This is an optimization exercise on Yosys and OpenROAD, whose aim is small area, a short achievable clock period and few clock cycles per item, not a production implementation.
The RTL was checked by simulation tests, not by an equivalence proof against the original design.
Power and IR drop assume default switching activity.

`constraint.sdc`:
```
create_clock -name core_clock -period 7.0 [get_ports {clk}]
set_input_delay 1.4000 -clock core_clock [delete_from_list [all_inputs] [get_ports {clk}]]
set_output_delay 1.4000 -clock core_clock [all_outputs]
set_load 0.01 [all_outputs]
```
`config.mk`:
```
export PLATFORM = sky130hd
export DESIGN_NAME = j1587_msgdec
export DESIGN_NICKNAME = j1587_msgdec
export VERILOG_FILES = /design/flow/design.v
export SDC_FILE = /design/flow/constraint.sdc
export NUM_CORES = 4
export LEC_CHECK = 0
export CAP_MARGIN = 20
export CORE_MARGIN = 2
export CORE_UTILIZATION = 40
export SLEW_MARGIN = 20
```
`design.v`:
```
module j1587_msgdec (
    input  wire         clk,
    input  wire         rst,
    input  wire         start,
    input  wire [255:0] frame,
    input  wire [5:0]   frame_len,
    output reg          done,
    output reg  [3:0]   err,
    output reg  [7:0]   mid,
    output reg  [3:0]   nparams,
    output reg  [80:0]  par_pid,    
    output reg  [44:0]  par_pos,    
    output reg  [44:0]  par_dlen    
);
    localparam [3:0] E_NONE      = 4'd0;
    localparam [3:0] E_INV_PID   = 4'd1;
    localparam [3:0] E_INV_LEN   = 4'd3;
    localparam [3:0] E_TOO_LONG  = 4'd6;
    localparam [3:0] E_TRUNC     = 4'd7;
    localparam [3:0] E_CHECKSUM  = 4'd8;
    localparam [2:0] S_IDLE = 3'd0;
    localparam [2:0] S_MID  = 3'd1;
    localparam [2:0] S_MARK = 3'd2;
    localparam [2:0] S_PID  = 3'd3;
    localparam [2:0] S_VLEN = 3'd4;
    localparam [2:0] S_DATA = 3'd5;
    localparam [2:0] S_CSUM = 3'd6;
    reg [2:0] state;
    reg [5:0] pos;       
    reg [7:0] sum;       
    reg       page2;
    reg [7:0] cnt;       
    reg [3:0] slot;      
    wire [5:0] last_idx = frame_len - 6'd1;
    wire [7:0] cur = frame[{pos[4:0], 3'b000} +: 8];
    wire [6:0] pos7 = {1'b0, pos};
    wire [6:0] end7 = {1'b0, last_idx};
    wire [8:0] vend = {3'b000, pos} + 9'd1 + {1'b0, cur};
    integer i;
    always @(posedge clk) begin
        if (rst) begin
            state <= S_IDLE;
            done  <= 1'b0;
        end else begin
            done <= 1'b0;
            case (state)
                S_IDLE: begin
                    if (start) begin
                        state   <= S_MID;
                        pos     <= 6'd0;
                        sum     <= 8'd0;
                        page2   <= 1'b0;
                        slot    <= 4'd0;
                    end
                end
                S_MID: begin
                    if (frame_len < 6'd2) begin
                        err   <= E_TRUNC;
                        done  <= 1'b1;
                        state <= S_IDLE;
                    end else begin
                        mid   <= cur;
                        sum   <= cur;
                        pos   <= 6'd1;
                        state <= S_MARK;
                    end
                end
                S_MARK: begin
                    if (pos < last_idx && cur == 8'hFF) begin
                        page2 <= 1'b1;
                        sum   <= sum + cur;
                        pos   <= 6'd2;
                    end
                    state <= S_PID;
                end
                S_PID: begin
                    if (pos >= last_idx) begin
                        err   <= E_TRUNC;
                        done  <= 1'b1;
                        state <= S_IDLE;
                    end else if (cur == 8'hFF) begin
                        err   <= E_INV_PID;
                        done  <= 1'b1;
                        state <= S_IDLE;
                    end else begin
                        for (i = 0; i < 9; i = i + 1) begin
                            if (slot == i) begin
                                par_pid[9*i +: 9] <= {page2, cur};
                                par_pos[5*i +: 5] <= pos[4:0];
                            end
                        end
                        sum <= sum + cur;
                        pos <= pos + 6'd1;
                        if (cur[7] == 1'b0) begin
                            if (pos7 + 7'd2 > end7) begin
                                err   <= E_TRUNC;
                                done  <= 1'b1;
                                state <= S_IDLE;
                            end else begin
                                cnt   <= 8'd1;
                                state <= S_DATA;
                                for (i = 0; i < 9; i = i + 1)
                                    if (slot == i) par_dlen[5*i +: 5] <= 5'd1;
                            end
                        end else if (cur[6] == 1'b0) begin
                            if (pos7 + 7'd3 > end7) begin
                                err   <= E_TRUNC;
                                done  <= 1'b1;
                                state <= S_IDLE;
                            end else begin
                                cnt   <= 8'd2;
                                state <= S_DATA;
                                for (i = 0; i < 9; i = i + 1)
                                    if (slot == i) par_dlen[5*i +: 5] <= 5'd2;
                            end
                        end else if (cur != 8'hFE) begin
                            if (pos7 + 7'd2 > end7) begin
                                err   <= E_TRUNC;
                                done  <= 1'b1;
                                state <= S_IDLE;
                            end else begin
                                state <= S_VLEN;
                            end
                        end else begin
                            if (pos7 + 7'd2 > end7) begin
                                err   <= E_TRUNC;
                                done  <= 1'b1;
                                state <= S_IDLE;
                            end else begin
                                cnt   <= {2'b00, last_idx} - {2'b00, pos} - 8'd1;
                                state <= S_DATA;
                                for (i = 0; i < 9; i = i + 1)
                                    if (slot == i)
                                        par_dlen[5*i +: 5] <= last_idx[4:0] - pos[4:0] - 5'd2;
                            end
                        end
                    end
                end
                S_VLEN: begin
                    if (vend > {3'b000, last_idx}) begin
                        err   <= E_TRUNC;
                        done  <= 1'b1;
                        state <= S_IDLE;
                    end else if (cur > 8'd252) begin
                        err   <= E_INV_LEN;
                        done  <= 1'b1;
                        state <= S_IDLE;
                    end else begin
                        sum <= sum + cur;
                        pos <= pos + 6'd1;
                        for (i = 0; i < 9; i = i + 1)
                            if (slot == i) par_dlen[5*i +: 5] <= cur[4:0];
                        if (cur == 8'd0) begin
                            slot  <= slot + 4'd1;
                            state <= (pos + 6'd1 == last_idx) ? S_CSUM : S_PID;
                        end else begin
                            cnt   <= cur;
                            state <= S_DATA;
                        end
                    end
                end
                S_DATA: begin
                    sum <= sum + cur;
                    pos <= pos + 6'd1;
                    cnt <= cnt - 8'd1;
                    if (cnt == 8'd1) begin
                        slot  <= slot + 4'd1;
                        state <= (pos + 6'd1 == last_idx) ? S_CSUM : S_PID;
                    end
                end
                S_CSUM: begin
                    if (sum + cur != 8'd0)
                        err <= E_CHECKSUM;
                    else if (frame_len > 6'd21)
                        err <= E_TOO_LONG;
                    else
                        err <= E_NONE;
                    nparams <= slot;
                    done    <= 1'b1;
                    state   <= S_IDLE;
                end
                default: state <= S_IDLE;
            endcase
        end
    end
endmodule
```
`run.sh`:
```
#!/bin/bash
# synth_recipe.tcl (not shown) runs the flow's synth.tcl, then flattens the netlist and writes it again
# the make line also repeats each setting of config.mk as NAME=value (left out here)
make -C /OpenROAD-flow-scripts/flow DESIGN_CONFIG=/design/flow/config.mk WORK_HOME=/design/flow/orfs CLKGATE_MAP_FILE= SYNTH_SCRIPT=/design/flow/synth_recipe.tcl finish
```
==> summary.txt <==
Logic synthesis
  • Yosys warns: 1
  • Synth top area share: 0.526
  • Leading post-synthesis cells by cell area: edfxtp_1 53%, mux4_2 7.4%, ha_1 5.7%
  • Unique masters post-synth: 85
  • Mux share of post-synthesis cell area: 0.123
  • Simple-gate share of the synthesized area: 0.0823
  • Post-synthesis xor/xnor area fraction: 0.0315
  • Post-Syn Area: about 12,000 µm²
  • Syn_nets: 1,214
  • Share of async-settable or async-resettable flops after synthesis: 0
  • Synth Area in Compound Gates: 0.123
  • Syn_area_per_cell: 13.8 µm²
  • Number of register bits inferred by synthesis: 218
  • Post-synthesis cell count: between 800 and 900
  • Post-Synth Adder-Cell Area: 0.0655
  • Largest family of logic cells by synthesized area: compound AO/OA/AOI/OAI gates
  • Seq/Total Area, Yosys: 0.533
  • Top_reg_cell synth: edfxtp_1
  • Number of synthesized flops with an enable pin: approximately 210
  • Cell taking the most area after synthesis: edfxtp_1

GRT
  • Largest net degree at the start of global routing: 58
  • Gr ovfl total: 0
  • GRT Total Usage: 0.269
  • Vias in the first global route: about 9,700
  • Global-route wire length before repair: 62,500 µm
  • Initial antenna violation count: 0

STA
  • Final Cycle Share: 0.888
  • Max-slew violations: 0
  • Fmax: 0.161 GHz
  • # setup viols final: 0
  • RSZ-0062 raised after global routing: false
  • Minimum clock period: between 6 and 7 ns
  • Hold Vio Cnt, Final: 0
  • Clock Skews: ~0.024 ns
  • Setup TNS: 0 ns
  • Worst-margin pin slew: approximately 0.92 ns
  • Slew headroom: 0.381

Flow run
  • Max Cap Violations: 0

Worst setup path
  • Critical-path cell list: clkdlybuf4s50_1, mux4_2, mux2i_1, mux2i_1, o32ai_2, buf_4, fa_1, nand2b_1, a21boi_0, nor2_1, xnor2_1, ha_1, nand4_1, nor2_1, a2111o_1, a221oi_2, a31oi_1, a311o_1, buf_4, a211oi_2
  • CP bufs+invs: 3
  • Crit path max-delay family: compound AO/OA/AOI/OAI gates
  • CP Class: in2reg
  • Crit. End Element: flip-flop
  • R2r worst-path depth: 20
  • CP required: 7.15 ns
  • Worst Setup SP: frame[33]
  • CP max FO: 8
  • Critical path depth in cells: 20
  • CP Launch Type: primary input
  • Reg2reg start: pos[0]$_DFFE_PP_
  • Slowest stage delay, CP: 0.50 ns
  • CP arrival: 6.37 ns
  • Critical Path Slowest Stage Cell: clkdlybuf4s50_1

Clocking
  • Post-CTS setup buffer count: 0
  • Total CTS buffers: 22
  • CTS clock-pin slew for the worst setup and hold paths: 0.06 ns
  • Clk buf depth: 3
  • Clock latency on the worst-skew pair: 0.51 ns
  • Hold_buf cts: 0
  • Clk sink count: around 220
  • CTS tree: done
  • Root Driver: clkbuf_16
  • CTS H-tree lvls: 1
  • Cts repair resizes: 0

Power and ir drop
  • Power share of the sequential group: 0.414
  • Switching pwr: ~0.99 mW
  • PwrDens: 201 nW/µm²
  • Logic pwr share: 0.249
  • Net Sw Frac: 0.272
  • Clock Power Share: 0.337
  • VDD IR-drop max: 0.131 mV
  • Int Power: 2.64 mW
  • Pleak: 6.43 nW

Final layout
  • Commonest non-fill, non-tap cell in the layout: clkdlybuf4s50_1
  • Fill cell count: roughly 2,400
  • Layout Nets: 1,691
  • Most frequent cells in the layout: 452 x clkdlybuf4s50_1, 214 x edfxtp_1, 57 x nand2_1, 56 x ha_1, 47 x nor2_1
  • Layout cells sized above 1: 0.121
  • Ant diodes: 0
  • Area delta synth->final: 47.9%
  • Final instance area: 18,100 µm²

Place
  • Area post-placement: 17,300 µm²
  • Port bufs: about 450
  • Placer Congestion: 0.907
  • Detailed Place HPWL: 34,600 µm

Detailed routing
  • Via density: around 5.5
  • Detailed-router iteration count before antenna repair: 5
  • Wire per inst: 24.4 µm
  • Routed via count: 9,678
  • Final wirelength: 43,100 µm
  • DRC: 0
  • Iter 0 DRT Violations: slightly above 600
  • Antenna viol nets, final: 0

Status
  • Status: no timing/DRC/antenna violations

Floorplanning
  • Die height: 179 µm
  • Io pins: about 450
  • Initial Util: 0.409
  • Core box area: ~30,000 µm²
  • Site row count: 63
  • Die area: around 32,000 µm²
  • Die Span X: 179 µm

Hold path
  • Min-Delay Path Depth: 0
  • Hold path start: slot[1]$_SDFFCE_PP0P_
  • Worst Hold Class: reg2reg
==> synthesized netlist by cell type (7+ instances only) <==
cell      count
o22ai_1      12
buf_6         8
nor2b_1      11
buf_2         8
a211oi_2      8
nor3_1        9
edfxtp_1    214
o221ai_1     14
a21o_1       10
a21oi_1      29
xnor2_1      30
o21ai_0      27
nand3_1      15
inv_1        43
mux4_2       40
clkbuf_1     11
mux2i_1      38
ha_1         56
a22oi_1       9
nand2_1      57
a211oi_1      7
nor2_1       47
xor2_1       14
==> path summary, 6_finish.rpt <==
kind | slack (ns) | to
worst max-delay path | 0.79 | par_dlen[42]$_DFFE_PP_
worst min-delay path | 0.56 | nparams[1]$_DFFE_PP_
worst max register to register | 1.19 | par_dlen[42]$_DFFE_PP_
worst min register to register | 0.56 | nparams[1]$_DFFE_PP_
==> state kept, by name, summed over array words and instances (netlist names) <==
register,flops
cnt,8
done,1
err,4
mid,8
nparams,4
page2,1
par_dlen,45
par_pid,81
par_pos,45
pos,6
slot,4
state,3
sum,8
==> metal layers <==
layer	GRT usage	share of wire
met3	0.0522	0.076
met2	0.469	0.50
met5	0	0
met4	0.0823	0.032
met1	0.337	0.40
==> cells by family (layout without fill, tap and decap cells) <==
| logic type | after synthesis | after routing |
|---|---|---|
| xor gates and xnor gates | 44 | 44 |
| and+or+nand+nor | 196 | 196 |
| adders and majority gates | 61 | 61 |
| muxes | 90 | 90 |
| AOI/OAI and AO/OA | 191 | 191 |
| buffers and inverters | 88 | 581 |
| DFF | 218 | 218 |
==> power groups by stage <==
| stage | Sequential, mW | Clock (mW) | Combinational [mW] |
|---|---|---|---|
| 6_report | 1.50 | 1.22 | 0.904 |
| 5_1_grt | 1.50 | 1.30 | 0.986 |
| 4_1_cts | 1.50 | 1.24 | 0.904 |
| 3_5_place_dp | 1.53 | 0 | 0.899 |
| 3_3_place_gp | 1.53 | 0 | 0.893 |
| 2_1_floorplan | 1.53 | 0 | 0.533 |
==> cell type report <==
type                    count  area [µm²]  share of cell area
clock buffers              25         562              0.0311
clock inverters            15         205              0.0114
inverters                  48         180             0.00997
multi-input cells         582        5280               0.292
flip-flops and latches    218        6510               0.360
well taps                 390         488              0.0270
repair buffers            493        4840               0.268
==> per-stage QoR <==
stage / worst slack (ns) / std cells / hold slack (ns) / utilization / power [mW]
2_1_floorplan: 0.761 / 888 / 0.504 / - / 2.06
3_3_place_gp: 0.336 / 1731 / 0.540 / 0.579 / 2.42
3_5_place_dp: 0.281 / 1731 / 0.545 / 0.579 / 2.43
4_1_cts: 0.809 / 1771 / 0.560 / 0.605 / 3.64
5_1_grt: 0.446 / 1771 / 0.582 / 0.605 / 3.79
6_report: 0.786 / 1771 / 0.562 / 0.605 / 3.63
Testbench counts, summed over its fixed seeds: cycles 37,648, frames 2,400.

==> re-timing with driven ports <==
No port has a modelled driver above. Below, the same layout with a new extraction and two added sets of constraints.
Step 1 sets driving cells, clkbuf_16 on the clock port and buf_2 on the other inputs (assumed; they add their load-dependent delay and slew).
Step 2 moves the port delays by t, midway between the first and last clock arrival at a register: inputs arrive t later, outputs are due t later. That takes back most of the time a late clock gives input paths.
Three values: ideal, step 1, step 2; two values: the first two.
shift t [ns]: 0.542
slack for setup (ns): 0.786 / 0.803 / 0.261
worst hold slack (ns): 0.562 / 0.562 / 0.562
worst register clock-pin slew, ns: 0.06 / 0.06
After both steps setup and hold are still met in this run. The setup slack of this run moves by +0.017 ns with the drivers and by -0.525 ns with both steps.
